Context: an optimization exercise on an open-source flow, tuned for small area, a short achievable clock period and few clock cycles per item. The choices shown serve that exercise and are no tape-out recipe.
Only simulation tests tie the RTL to the original design; equivalence was not proved.
Power is estimated from default activity; no workload was simulated.

alpha:
// popcount_unit
module popcount_unit (
    input  wire         clk,
    input  wire         rst,         
    input  wire         in_valid,
    input  wire [1:0]   op,          
    input  wire [127:0] operand,
    output reg          out_valid,
    output reg  [7:0]   result,
    output reg          valid,
    output reg          illegal,
    output reg  [2:0]   strategy
);
Size: ~690 cells after synthesis, ~56 flip-flops.
==> flow/config.mk <==
export PLATFORM = sky130hd
export DESIGN_NAME = popcount_unit
export DESIGN_NICKNAME = popcount_unit
export VERILOG_FILES = /design/flow/design.v
export SDC_FILE = /design/flow/constraint.sdc
export NUM_CORES = 4
export LEC_CHECK = 0
export CAP_MARGIN = 20
export CORE_MARGIN = 2
export CORE_UTILIZATION = 60
export SETUP_SLACK_MARGIN = 3.7
export SLEW_MARGIN = 20
export SYNTH_HIERARCHICAL = 1
export SYNTH_MINIMUM_KEEP_SIZE = 0
==> flow/constraint.sdc <==
create_clock -name core_clock -period 7.0 [get_ports {clk}]
set_input_delay 1.4000 -clock core_clock [delete_from_list [all_inputs] [get_ports {clk}]]
set_output_delay 1.4000 -clock core_clock [all_outputs]
set_load 0.01 [all_outputs]
run.sh (not shown) runs the stock make flow with config.mk's settings and CLKGATE_MAP_FILE= SYNTH_SCRIPT=/design/flow/synth_recipe.tcl, a recipe that flattens the netlist after the stock synthesis.
alpha: all stages complete, timing, DRC and antenna checks passed
Testbench counts of alpha, summed over its fixed seeds: cycles 4,008, items 4,000.
The inputs of beta differ from those of alpha as listed below.
Settings: SETUP_SLACK_MARGIN: 3.7 -> unset.
==> notes.md <==
Summary of beta over alpha: initial antenna violation count ~0 delta, worst setup slack -0.65 ns, routed wire length -550 microns, slew of the pin with the lowest slew margin +0.022 ns, combinational share of power +0.2 points. Against alpha, the final cell area of beta is lower. beta ended up with buf_4 as its critical-path cell with the highest stage delay; alpha ended up with fa_2. beta reports a lower net count of the finished layout than alpha does. beta vs. alpha: first-pass GRT wire length went down by 660 microns.
Inputs modified between beta and gamma:
Settings: SETUP_SLACK_MARGIN newly set to 4.0.
==> comparison <==
Diff gamma and beta: number of nets in the final layout lower in beta
Launching instance or port of the critical path: op[1] -> beta, operand[124] -> gamma
Between beta and gamma, the die area figures differ only marginally.
On routed wire length, the higher figure sits with gamma, not beta.
Compared with beta, in gamma latest clock arrival within the worst-skew pair about even, total of clock buffers placed in the layout about even.
When gamma is measured against beta, its timing-limited maximum frequency turns out 19% higher.
gamma vs beta on share of final layout cell area taken by clock buffers and inverters: gamma is the lower one.
For delta, these inputs were changed with respect to gamma:
Settings: SETUP_SLACK_MARGIN: 4.0 -> 4.5.
Findings:
- delta packs its core tighter than gamma.
- Summary — tightest hold margin, delta relative to gamma: higher, by 0.0064 ns.
- Per the comparison of delta with gamma, worst setup slack after layout shrank by 0.061 ns; layout overhead on the synthesized area grew by 14 points; count of clock buffers in the final design grew by 1; global-route usage over all layers grew by 4.3 points; share of the clock period used by the worst path grew by 0.87 points.
- Looking at start-to-end type of the worst setup path, the in -> reg result is from gamma; the reg -> out one comes from delta.
- gamma -> delta: switching power as a share of total power flat
- Global-route wire length before repair went up by more than 10% going from gamma to delta.


## lane 2
Starting RTL as in the previous note.
## popcount_unit
module popcount_unit (
    input  wire         clk,
    input  wire         rst,         
    input  wire         in_valid,
    input  wire [1:0]   op,          
    input  wire [127:0] operand,
    output reg          out_valid,
    output reg  [7:0]   result,
    output reg          valid,
    output reg          illegal,
    output reg  [2:0]   strategy
);
    wire fs1;
    wire fc2;
    wire fs3;
    wire fc4;
    wire fs5;
    wire fc6;
    wire fs7;
    wire fc8;
    wire fs9;
    wire fc10;
    wire fs11;
    wire fc12;
    wire fs13;
    wire fc14;
    wire fs15;
    wire fc16;
    wire fs17;
    wire fc18;
    wire fs19;
    wire fc20;
    wire fs21;
    wire fc22;
    wire fs23;
    wire fc24;
    wire fs25;
    wire fc26;
    wire fs27;
    wire fc28;
    wire fs29;
    wire fc30;
    wire fs31;
    wire fc32;
    wire fs33;
    wire fc34;
    wire fs35;
    wire fc36;
    wire fs37;
    wire fc38;
    wire fs39;
    wire fc40;
    wire fs41;
    wire fc42;
    wire fs43;
    wire fc44;
    wire fs45;
    wire fc46;
    wire fs47;
    wire fc48;
    wire fs49;
    wire fc50;
    wire fs51;
    wire fc52;
    wire fs53;
    wire fc54;
    wire fs55;
    wire fc56;
    wire fs57;
    wire fc58;
    wire fs59;
    wire fc60;
    wire fs61;
    wire fc62;
    wire fs63;
    wire fc64;
    wire fs65;
    wire fc66;
    wire fs67;
    wire fc68;
    wire fs69;
    wire fc70;
    wire fs71;
    wire fc72;
    wire fs73;
    wire fc74;
    wire fs75;
    wire fc76;
    wire fs77;
    wire fc78;
    wire fs79;
  ...
Settings: LEC_CHECK=0, CAP_MARGIN=20, CORE_MARGIN=2, CORE_UTILIZATION=60, SETUP_SLACK_MARGIN=3.6, SLEW_MARGIN=20, SYNTH_HIERARCHICAL=1, SYNTH_MINIMUM_KEEP_SIZE=0; clock period 7.0 ns.
standard.sh (not shown) runs the stock make flow with config.mk's settings and CLKGATE_MAP_FILE= SYNTH_SCRIPT=/design/flow/synth_recipe.tcl, a recipe that flattens the netlist after the stock synthesis.
==> flow/flow/run.sh <==
#!/bin/bash
# Layout flow: the standard layout (standard.sh, all ORFS steps from
# synthesis to finish), with the input and output port buffers placed as
# sky130_fd_sc_hd__buf_1 cells instead of the cell buffer_ports picks by
# itself. Each step's full log stays under orfs/logs/; the output of make
# goes to flow_make.log in this folder.
set -euo pipefail
export BUFFER_PORTS_ARGS="-buffer_cell sky130_fd_sc_hd__buf_1"
bash standard.sh > flow_make.log 2>&1
Lane 2 completed end to end with timing, DRC and antenna clean.
Testbench counts of lane 2, summed over its fixed seeds: cycles 4,008, items 4,000.
Input-level comparison between lane 3 and lane 2:
==> flow/run.sh (new file) <==
#!/bin/bash
# synth_recipe.tcl (not shown) runs the flow's synth.tcl, then flattens the netlist and writes it again
# the make line also repeats each setting of config.mk as NAME=value (left out here)
make -C /OpenROAD-flow-scripts/flow DESIGN_CONFIG=/design/flow/config.mk WORK_HOME=/design/flow/orfs CLKGATE_MAP_FILE= SYNTH_SCRIPT=/design/flow/synth_recipe.tcl finish
removed: flow/flow/run.sh
removed: flow/standard.sh
## What came out
Between lane 3 and lane 2, the difference in fraction of registers with async set/reset is negligible. Of lane 3 and lane 2, lane 3 shows the higher combinational power, with lane 2 below it. Lane 3 vs. lane 2: combined global-route utilization of all metal layers went up 1.7 points, ratio of final minimum period to clock period went down 0.25 points, relative contribution of combinational cells to total power went down 0.8 points, time the final worst path needs with I/O delays and setup went down 18 ps. Side by side, non-clock buffer count turned out higher in lane 3 than in lane 2. Between lane 3 and lane 2, the worst setup slack after layout is lower for lane 2.

-- separate check: timing with driven ports --
Ports are ideal in the flow. The routed layouts listed here were re-timed in OpenROAD.
Step 1, drivers: a clkbuf_16 drives clk and a buf_2 each remaining input, both assumed.
Step 2 adds t to the input delays and takes it off the output delays; t is the mean of the earliest and latest rising clock arrival at the registers after step 1. Input paths then give back, and output paths get back, about the clock's delay inside the block.
Three values: ideal, step 1, step 2; two values: the first two.
| run | t, ns | setup slack, ns | clock arrival spread, ns |
|---|---|---|---|
| alpha | 0.325 | 3.559 / 3.554 / 3.230 | 0.006 / 0.007 |
| beta | 0.320 | 2.908 / 2.916 / 2.596 | 0.004 / 0.004 |
| gamma | 0.328 | 3.564 / 3.559 / 3.231 | 0.007 / 0.007 |
| delta | 0.326 | 3.503 / 3.469 / 3.183 | 0.005 / 0.005 |
| lane 2 | 0.326 | 3.571 / 3.547 / 3.247 | 0.007 / 0.006 |
| lane 3 | 0.321 | 3.589 / 3.559 / 3.271 | 0.008 / 0.008 |
After both steps every run listed still meets setup and hold. The setup slack of gamma, which loses most, moves by -0.005 ns with the drivers and by -0.333 ns with both steps.
